Source: an optimization exercise on an open RTL-to-GDS flow (aim: small area, a short achievable clock period and few clock cycles). Production flows keep margins and buffers that such runs may drop. Function was checked by simulation only, so behaviour that the tests miss may differ from the original. Power and IR drop assume default switching activity.

==> flow/design.v (excerpt) <==
module link_rx (
    input  wire        clk,
    input  wire        rst,
    input  wire        in_valid,
    output wire        in_ready,
    input  wire [7:0]  in_data,
    input  wire        cmd_valid,
    output wire        cmd_ready,
    input  wire [7:0]  cmd_op,
    input  wire [7:0]  cmd_id,
    input  wire [31:0] cmd_region,
    input  wire [7:0]  cmd_size,
    output reg         rsp_valid,
    output reg         rsp_bool,
    output wire [7:0]  rsp_val,
    output wire        mem_valid,
    input  wire        mem_ready,
    output wire [31:0] mem_addr,
    output wire [7:0]  mem_data
);
    localparam [7:0] MAGIC0      = 8'h55;
    localparam [7:0] MAGIC1      = 8'hAA;
    localparam [7:0] MAX_PAYLOAD = 8'd57;
    localparam [7:0] MAX_ITEM    = 8'd56;
    localparam [7:0] OP_BIND  = 8'h01;
    localparam [7:0] OP_ISRX  = 8'h05;
    localparam [7:0] OP_CLRX  = 8'h06;
    localparam [7:0] OP_TAKE  = 8'h07;
    localparam [7:0] OP_TAKEP = 8'h08;
    localparam [2:0] R_IDLE = 3'd0;    
    localparam [2:0] R_AA   = 3'd1;    
    localparam [2:0] R_ID   = 3'd2;    
    localparam [2:0] R_LS   = 3'd3;    
    localparam [2:0] R_LEN  = 3'd4;    
    localparam [2:0] R_PAY  = 3'd5;    
    localparam [2:0] R_CLO  = 3'd6;    
    localparam [2:0] R_CHI  = 3'd7;    
    localparam [2:0] D_IDLE = 3'd0;    
    localparam [2:0] D_TYPE = 3'd1;    
    localparam [2:0] D_CHK  = 3'd2;    
    localparam [2:0] D_DATA = 3'd3;    
    localparam [2:0] C_LOOK = 3'd4;    
    localparam [2:0] C_ACT  = 3'd5;    
    localparam [2:0] C_SCAN = 3'd6;    
    localparam [2:0] C_SCN2 = 3'd7;    
    reg [7:0]  slot_used;
    reg [7:0]  slot_recv;
    reg [7:0]  slot_id     [0:7];
    reg [31:0] slot_region [0:7];
    reg [5:0]  slot_size   [0:7];
    localparam [5:0] LAST = 6'd61;     
    reg [7:0]  buf_e [0:30];
    reg [7:0]  buf_o [0:30];
    reg [5:0]  wr_ptr;          
    reg [5:0]  cm_ptr;          
    reg [5:0]  rd_ptr;          
    reg [5:0]  rp1;             
    reg        in_ready_q;
    reg        bv;              
    reg [7:0]  bd;
    reg        bd_55, bd_aa, bd_len_ok, bd_zero;    
    reg [2:0]  rs;
  ...
Size in the first run: about 3100 cells after synthesis, about 120 I/O pins, about 47000 um^2 of cells after synthesis.
Settings: LEC_CHECK=0, ABC_CLOCK_PERIOD_IN_PS=2800, CAP_MARGIN=20, CORE_MARGIN=2, CORE_UTILIZATION=62, CTS_CLUSTER_DIAMETER=85, CTS_CLUSTER_SIZE=26, PLACE_DENSITY=0.78, SETUP_SLACK_MARGIN=4.7, SLEW_MARGIN=20, TNS_END_PERCENT=100; clock period 7.5 ns.
standard.sh (not shown) runs the stock make flow with config.mk's settings and CLKGATE_MAP_FILE= SYNTH_SCRIPT=/design/flow/synth_recipe.tcl, a recipe that flattens the netlist after the stock synthesis.
==> flow/flow/run.sh <==
#!/bin/bash
# The standard layout (standard.sh, the standard flow's own ORFS flow) with two changes:
# - the ports are buffered with sky130_fd_sc_hd__buf_4 instead of the cell
#   buffer_ports picks by itself (a clkdlybuf4s50_1 delay cell); every port
#   still gets its buffer and timing repair may resize it afterwards;
# - clock tree synthesis adds no dummy loads (same clustering settings as
#   config.mk's CTS_CLUSTER_SIZE / CTS_CLUSTER_DIAMETER).
set -euo pipefail
export BUFFER_PORTS_ARGS="-buffer_cell sky130_fd_sc_hd__buf_4"
export CTS_ARGS="-sink_clustering_enable -repair_clock_nets -sink_clustering_size 26 -sink_clustering_max_diameter 85 -dont_use_dummy_load"
bash standard.sh finish > standard.log 2>&1
Testbench counts at the start, summed over its fixed seeds: cycles 33,236.
==> next run, changes <==
Settings changed: PLACE_DENSITY 0.78 to 0.75.
=> Sequential share of layout area is about the same; core utilization barely changes; wire length rose by 0.44%; power stays flat; maximum frequency rose by 0.77%; hold slack stays flat; cell area hardly moves.
==> next run, changes <==
Settings changed: CORE_UTILIZATION 62 to 64, PLACE_DENSITY 0.75 to 0.72.
Effect: Power grows by 0.57%; area after synthesis does not change; worst setup slack degrades by 0.033 ns; maximum frequency shrinks by 1.2%; wire length grows by 2.6%; design area stays flat; cell count is about the same.

==> port drivers added, routing unchanged <==
In the flow no input, the clock included, has a driving cell. The finished layouts below were timed again as built, in two steps. Step 1: set_driving_cell puts a clkbuf_16 on clk and a buf_2 on each other input, an assumption about the parent block. Step 2 moves the port delays by t, midway between the first and last clock arrival at a register: inputs arrive t later, outputs are due t later. That takes back most of the time a late clock gives input paths. Three values: ideal ports, drivers, drivers and shift; two values: the first two.
run	t, ns	setup slack, ns	hold WS [ns]	worst setup path after step 2	worst register clock-pin slew, ns
the first run	0.685	4.718 / 4.656 / 4.263	0.488 / 0.488 / 0.488	input to register	0.11 / 0.11
the second run	0.684	4.740 / 4.674 / 4.243	0.487 / 0.487 / 0.487	input to register	0.11 / 0.11
the third run	0.684	4.706 / 4.652 / 4.264	0.493 / 0.493 / 0.493	input to register	0.11 / 0.11
After both steps setup and hold are still met in every run listed. For the second run, which loses most, drivers alone change the setup slack by -0.066 ns; drivers and shift together by -0.497 ns.
